Source: an optimization exercise on an open RTL-to-GDS flow (aim: small area, a short achievable clock period and few clock cycles). Production flows keep margins and buffers that such runs may drop.
The RTL was checked by simulation tests, not by an equivalence proof against the original design.
Power is estimated from default activity; no workload was simulated.

`flow/design.v`:
```
module hxp_stream (
    input  wire        clk,
    input  wire        rst,
    input  wire        in_valid,
    output wire        in_ready,
    input  wire [7:0]  in_data,
    input  wire        in_end,
    output wire        out_valid,
    input  wire        out_ready,
    output wire [31:0] out_addr,
    output wire [7:0]  out_len,
    output wire [7:0]  out_data,
    output wire        out_last,
    output wire        done,
    output wire [3:0]  res_code,
    output wire [31:0] res_line,
    output wire [15:0] res_ext,
    output wire [7:0]  res_calc,
    output wire [7:0]  res_decl,
    output wire [1:0]  res_cause
);
    localparam [3:0] RES_OK       = 4'd0;
    localparam [3:0] RES_CHECKSUM = 4'd2;
    localparam [3:0] RES_FORMAT   = 4'd10;
    localparam [1:0] CAUSE_LENGTH  = 2'd0;
    localparam [1:0] CAUSE_DIGIT   = 2'd1;
    localparam [1:0] CAUSE_EXTSHORT = 2'd2;
    localparam [2:0] S_LINE  = 3'd0;   
    localparam [2:0] S_EVAL  = 3'd1;   
    localparam [2:0] S_DRAIN = 3'd2;   
    localparam [2:0] S_SKIP  = 3'd3;   
    localparam [2:0] S_DONE  = 3'd4;   
    reg [2:0] state;
    reg [15:0] ext;
    reg [31:0] line_no;
    reg        src_end;      
    reg [3:0]  code;
    reg [7:0]  err_calc;
    reg [7:0]  err_decl;
    reg [1:0]  err_cause;
    reg [9:0]  pos;          
    reg        cand;         
    reg [9:0]  len_nc;       
    reg        cr_pend;      
    reg [9:0]  cr_start;     
    reg        bad12;        
    reg        badrest;      
    reg [3:0]  hi_nib;
    reg [7:0]  bc, ah, al, rt, ck;
    reg [7:0]  sum;
    reg [7:0]  dbuf [0:254];
    reg [7:0]  rd_idx;
    wire       is_lf = (in_data == 8'h0A);
    wire       is_cr = (in_data == 8'h0D);
    reg        is_hex;
    reg [3:0]  hex_val;
    always @(*) begin
        is_hex  = 1'b1;
        hex_val = 4'd0;
        if (in_data >= "0" && in_data <= "9")
            hex_val = in_data[3:0];
        else if ((in_data >= "A" && in_data <= "F") || (in_data >= "a" && in_data <= "f"))
            hex_val = in_data[3:0] + 4'd9;
        else
            is_hex = 1'b0;
    end
    wire [7:0] cur_byte = {hi_nib, hex_val};
    wire [9:0] ck_pos   = 10'd10 + {1'b0, bc, 1'b0};    
    wire [9:0] rec_len  = 10'd11 + {1'b0, bc, 1'b0};    
    wire [9:0] pos_next = (pos == 10'h3FF) ? pos : pos + 10'd1;
    wire [9:0] wr_off   = pos - 10'd10;
    wire [7:0] wr_idx   = wr_off[8:1];
    wire       take = in_valid && in_ready;
    wire [7:0] calc = ~sum + 8'd1;
    assign in_ready  = (state == S_LINE) || (state == S_SKIP);
    assign out_valid = (state == S_DRAIN);
    assign out_addr  = {ext, ah, al};
    assign out_len   = bc;
    assign out_data  = dbuf[rd_idx];
    assign out_last  = (bc == 8'd0) || (rd_idx == bc - 8'd1);
    assign done      = (state == S_DONE);
    assign res_code  = code;
    assign res_line  = line_no;
    assign res_ext   = ext;
    assign res_calc  = err_calc;
    assign res_decl  = err_decl;
    assign res_cause = err_cause;
    task automatic new_line;
        begin
            pos     <= 10'd0;
            cand    <= 1'b0;
            len_nc  <= 10'd0;
            cr_pend <= 1'b0;
            bad12   <= 1'b0;
            badrest <= 1'b0;
            sum     <= 8'd0;
        end
    endtask
    task automatic line_finished;
        begin
            new_line;
            state <= src_end ? S_DONE : S_LINE;
        end
    endtask
    task automatic stop_stream(input [3:0] c);
        begin
            code  <= c;
            state <= src_end ? S_DONE : S_SKIP;
        end
    endtask
    always @(posedge clk) begin
        if (rst) begin
            state     <= S_LINE;
            ext       <= 16'd0;
            line_no   <= 32'd0;
            src_end   <= 1'b0;
            code      <= RES_OK;
            err_calc  <= 8'd0;
            err_decl  <= 8'd0;
            err_cause <= 2'd0;
            rd_idx    <= 8'd0;
            new_line;
        end else begin
            case (state)
            S_LINE: if (take) begin
                if (in_end) begin
                    src_end <= 1'b1;
                    if (pos != 10'd0) begin
                        line_no <= line_no + 32'd1;
                        state   <= S_EVAL;
                    end else begin
                        state   <= S_DONE;
                    end
                end else if (is_lf) begin
                    line_no <= line_no + 32'd1;
                    state   <= S_EVAL;
                end else begin
                    pos <= pos_next;
                    if (pos == 10'd0) begin
                        cand   <= (in_data == ":");
                        len_nc <= 10'd1;
                    end else if (cand) begin
                        if (is_cr) begin
                            if (!cr_pend) begin
                                cr_pend  <= 1'b1;
                                cr_start <= pos;
                            end
                        end else begin
                            if (cr_pend) begin
                                if (cr_start <= 10'd2) bad12   <= 1'b1;
                                if (pos > 10'd3)       badrest <= 1'b1;
                            end
                            cr_pend <= 1'b0;
                            len_nc  <= pos_next;
                            if (!is_hex) begin
                                if (pos <= 10'd2) bad12   <= 1'b1;
                                else              badrest <= 1'b1;
                            end
                        end
                        if (pos[0]) begin
                            hi_nib <= hex_val;
                        end else begin
                            case (pos)
                            10'd2: bc <= cur_byte;
                            10'd4: ah <= cur_byte;
                            10'd6: al <= cur_byte;
                            10'd8: rt <= cur_byte;
                            default: ;
                            endcase
                            if (pos >= 10'd10 && pos <= 10'd518)
                                dbuf[wr_idx] <= cur_byte;
                            if (pos == ck_pos && pos >= 10'd10)
                                ck <= cur_byte;
                            if (pos == 10'd2)
                                sum <= cur_byte;
                            else if (pos <= ck_pos - 10'd2)
                                sum <= sum + cur_byte;
                        end
                    end
                end
            end
            S_EVAL: begin
                if (!cand) begin
                    line_finished;
                end else if (len_nc < 10'd3) begin
                    err_cause <= CAUSE_LENGTH;
                    stop_stream(RES_FORMAT);
                end else if (bad12) begin
                    err_cause <= CAUSE_DIGIT;
                    stop_stream(RES_FORMAT);
                end else if (len_nc != rec_len) begin
                    err_cause <= CAUSE_LENGTH;
                    stop_stream(RES_FORMAT);
                end else if (badrest) begin
                    err_cause <= CAUSE_DIGIT;
                    stop_stream(RES_FORMAT);
                end else if (calc != ck) begin
                    err_calc <= calc;
                    err_decl <= ck;
                    stop_stream(RES_CHECKSUM);
                end else begin
                    case (rt)
                    8'h00: begin
                        rd_idx <= 8'd0;
                        state  <= S_DRAIN;
                    end
                    8'h01: stop_stream(RES_OK);
                    8'h04: begin
                        if (bc < 8'd2) begin
                            err_cause <= CAUSE_EXTSHORT;
                            stop_stream(RES_FORMAT);
                        end else begin
                            ext <= {dbuf[0], dbuf[1]};
                            line_finished;
                        end
                    end
                    default: line_finished;
                    endcase
                end
            end
            S_DRAIN: if (out_ready) begin
                if (out_last)
                    line_finished;
                else
                    rd_idx <= rd_idx + 8'd1;
            end
            S_SKIP: if (take && in_end) begin
                src_end <= 1'b1;
                state   <= S_DONE;
            end
            S_DONE: begin
                state   <= S_LINE;
                ext     <= 16'd0;
                line_no <= 32'd0;
                src_end <= 1'b0;
                code    <= RES_OK;
                new_line;
            end
            default: state <= S_LINE;
            endcase
        end
    end
endmodule
```
`flow/run.sh`:
```
#!/bin/bash
# synth_recipe.tcl (not shown) runs the flow's synth.tcl, then flattens the netlist and writes it again
# the make line also repeats each setting of config.mk as NAME=value (left out here)
make -C /OpenROAD-flow-scripts/flow DESIGN_CONFIG=/design/flow/config.mk WORK_HOME=/design/flow/orfs CLKGATE_MAP_FILE= SYNTH_SCRIPT=/design/flow/synth_recipe.tcl finish
```
`flow/config.mk`:
```
export PLATFORM = sky130hd
export DESIGN_NAME = hxp_stream
export DESIGN_NICKNAME = hxp_stream
export VERILOG_FILES = /design/flow/design.v
export SDC_FILE = /design/flow/constraint.sdc
export NUM_CORES = 4
export LEC_CHECK = 0
export CAP_MARGIN = 20
export CORE_MARGIN = 2
export CORE_UTILIZATION = 40
export PLACE_DENSITY = 0.6
export SLEW_MARGIN = 20
```
`flow/constraint.sdc`:
```
create_clock -name core_clock -period 6.5 [get_ports {clk}]
set_input_delay 1.3000 -clock core_clock [delete_from_list [all_inputs] [get_ports {clk}]]
set_output_delay 1.3000 -clock core_clock [all_outputs]
set_load 0.01 [all_outputs]
```
==> impl_metrics.yaml <==
layout:
  drive_gt1_frac: 0.249
  area_growth_pct: 14.5
  final_util: 0.460
  nets: 4660
  final_common_cell: "edfxtp_1"
  nFillCells: 18000
  mostFrequentLayoutCells: "edfxtp_1 (2,102), mux4_2 (640), nor2_1 (370), clkbuf_16 (216), buf_4 (166)"
  diodes: 0
  stdcell_area_sq_um: 101000
pwr:
  ir_drop_uv: 318
  power.leakage_nw: 27.9
  powerDensity_nw_per_um2: 286
clocking:
  cts-root-buf: "clkbuf_16"
  cts.clk_slew.worst_paths_ns: 0.06
  tritoncts: "done"
  clkLatencyLatePin_ns: 0.87
  cts.path.max_buffers: 3
  clock_sinks: 2222
  h-tree-depth: 4
  cts_buffers: 214
  post_cts_buffers: 0
yosys:
  syn_avg_cell_area_sq_um: 20.3
  synth.ff_latch_count: 2222
  async_reset_ff_frac: 0
  synth.distinct_cells: 92
  synth_edf_count: 2102
  ys_seq_area_frac: 0.744
  ys_warn_count: 1
  synth_flop_cell: "edfxtp_1"
  netlist_area_sq_um: 88100
  synth.largest_area_cell: "edfxtp_1"
  netlist_instances: 4331
  yosys-top-cells-area: "edfxtp_1 (72%), mux4_2 (16%), dfxtp_1 (2.7%)"
  yosysTopAreaCellShare: 0.716
global_route:
  grt_overflow_total: 0
  antenna_found_initial: 0
  grtUsageMet3: 0.0347
  grt_max_degree: 209
  track_usage: 0.186
  use_met2: 0.298
  grt_pass1_wl_um: 307000
  grt.met1_usage: 0.262
  grt_pass1_vias: 43900
  grt-busiest-layer: "met2"
floorplanning:
  fp.dieH_um: 473
  fp.dieW_um: 473
  dieArea_sq_um: 224000
  num_rows: 172
  core_sq_um: 219000
  ioPinCount: 135
  initial_core_util: 0.402
run:
  cap_violations: 0
place:
  dpl_cell_area_sq_um: 93900
  place.port_buffers: 132
  gp_congestion: 0.824
  hpwl_um: 127000
timing:
  holdWs_ns: 0.486
  setup_viol: 0
  fin_crit_ns: 6.41
  hold_violations: 0
  period_share: 0.987
  drv_slew: 0
  maxSlewHeadroom: 0.108
  fin_skew_ns: 0.0471
  worst_pin_slew_ns: 1.34
  fmax_mhz: 156
drt:
  drtIter0Drc: 4643
  first_pass_iters: 5
  wl_per_cell_um: 27.3
  routed-via-count: 43300
  drt-total-wl_um: 209000
  drt-vias-per-instance: 5.65
  post-route-drc-count: 0
  postRouteAntennaNets: 0
critical_path:
  path_cells: "buf_12 -> mux4_2 -> mux4_2 -> a22oi_1 -> nand2_1 -> a22oi_1 -> o221ai_1 -> clkdlybuf4s50_1"
  startpoint_type: "flip-flop"
  critPathMaxFanout: 20
  cp_data_arrival_time_ns: 5.11
  crit_required_ns: 5.20
  cp_slowest_cell: "dfxtp_4"
  cpPeakStageDelay_ns: 0.62
  worstSetupPathType: "reg2out"
  worst_r2r_path_depth: 6
  end_kind: "output pin"
run_status:
  outcome: "finished clean"
hold_path:
  holdPathStages: 2
  hold_class: "reg2reg"
[what timing repair did]
action	CTS	global route
setup endpoints to repair	7	4
endpoints found under the hold margin	0	0
gates resized for setup	7	5
hold buffers	0	0
[stage by stage]
| stage | power [W] | setup slack, ns | setup TNS [ns] | std cells |
|---|---|---|---|---|
| floorplan | 0.0166 | 0.297 | 0 | 4340 |
| global placement | 0.0169 | 0.800 | 0 | 7271 |
| detailed placement | 0.0169 | 0.791 | 0 | 7272 |
| CTS | 0.0291 | 0.0221 | 0 | 7658 |
| global route | 0.0298 | -0.0409 | -0.0409 | 7659 |
| finish | 0.0289 | 0.0872 | 0 | 7659 |
[power breakdown]
group,switching [W],internal [W],total [W]
logic,0.000613,0.000382,0.000995
registers,0.0000644,0.0155,0.0156
clock network,0.00533,0.00699,0.0123
total,0.00601,0.0229,0.0289
[cell families after synthesis]
| group | synth area share |
|---|---|
| buffers and inverters | 0.0140 |
| flip-flops | 0.744 |
| AO/OA/AOI/OAI | 0.0222 |
| adder cells (fa/ha/maj) | 0.00420 |
| multiplexers | 0.167 |
| other | 0.0000426 |
| XOR/XNOR | 0.00878 |
| AND/OR/NAND/NOR | 0.0400 |
[per-layer routing]
metal	routed length [um]	vias up	share of wire
met5	0	-	0
met2	102000	1411	0.49
met1	88700	23200	0.42
met3	13400	253	0.064
li1	-	18400	-
met4	4870	0	0.023
[Yosys cell counts (18+ instances only)]
| library cell | instances |
|---|---|
| nand4_1 | 21 |
| mux4_2 | 640 |
| a22o_1 | 18 |
| a22oi_1 | 42 |
| inv_1 | 29 |
| o21ai_0 | 39 |
| nor2_1 | 373 |
| ha_1 | 28 |
| dfxtp_1 | 120 |
| nand2_1 | 116 |
| buf_1 | 72 |
| nand2b_1 | 30 |
| nor2b_1 | 18 |
| xor2_1 | 42 |
| buf_2 | 18 |
| buf_4 | 22 |
| nand3b_1 | 27 |
| mux2i_1 | 29 |
| clkbuf_1 | 156 |
| nand3_1 | 51 |
| a21oi_1 | 55 |
| nor3_1 | 23 |
| and3_1 | 20 |
| xnor2_1 | 41 |
| edfxtp_1 | 2102 |
[path summary, 6_finish.rpt]
kind	startpoint	to	slack (ns)
worst min-delay path	line_no[31]	line_no[31]	0.49
worst max-delay path	flip-flop	out_data[5]	0.09
worst min register to register	line_no[31]	line_no[31]	0.49
worst max register to register	pos[1]	dbuf[198][7]	2.07
[worst max-delay path, delay by kind of cell (launching register included)]
kind / cells / cell delay (ns)
compound gates: 3 / 1.45
flops: 1 / 0.62
simple gates: 1 / 0.22
buf+inv: 2 / 0.83
mux: 2 / 1.11
[registers in the layout (all words and copies together) (netlist names), 10 cells and up, named ones only]
register  cells
pos          10
ext          16
cr_start     10
len_nc       10
dbuf       2048
line_no      32
[layout make-up]
| cell class | instances | area [sq um] | area share |
|---|---|---|---|
| Timing Repair Buffer | 331 | 3220 | 0.0319 |
| Clock inverter | 118 | 1320 | 0.0131 |
| Sequential cell | 2222 | 65500 | 0.649 |
| Multi-Input combinational cell | 1820 | 21500 | 0.213 |
| Clock buffer | 268 | 5600 | 0.0555 |
| Tap cell | 2871 | 3590 | 0.0356 |
| Inverter | 29 | 109 | 0.00108 |
Testbench counts, summed over its fixed seeds: cycles 118,076.

-- port drivers added, routing unchanged --
In the flow no input, the clock included, has a driving cell. The finished layout below was timed again as built, in two steps. Step 1 sets driving cells, clkbuf_16 on the clock port and buf_2 on the other inputs (assumed; they add their load-dependent delay and slew). Step 2 adds t to the input delays and takes it off the output delays; t is the mean of the earliest and latest rising clock arrival at the registers after step 1. Input paths then give back, and output paths get back, about the clock's delay inside the block. Three values: ideal, step 1, step 2; two values: the first two.
t (ns): 0.931
slack for setup (ns): 0.087 / 0.002 / 0.841
worst register clock-pin slew, ns: 0.07 / 0.07
After both steps setup and hold are still met in this run. For this run, drivers alone change the setup slack by -0.085 ns; drivers and shift together by +0.754 ns.
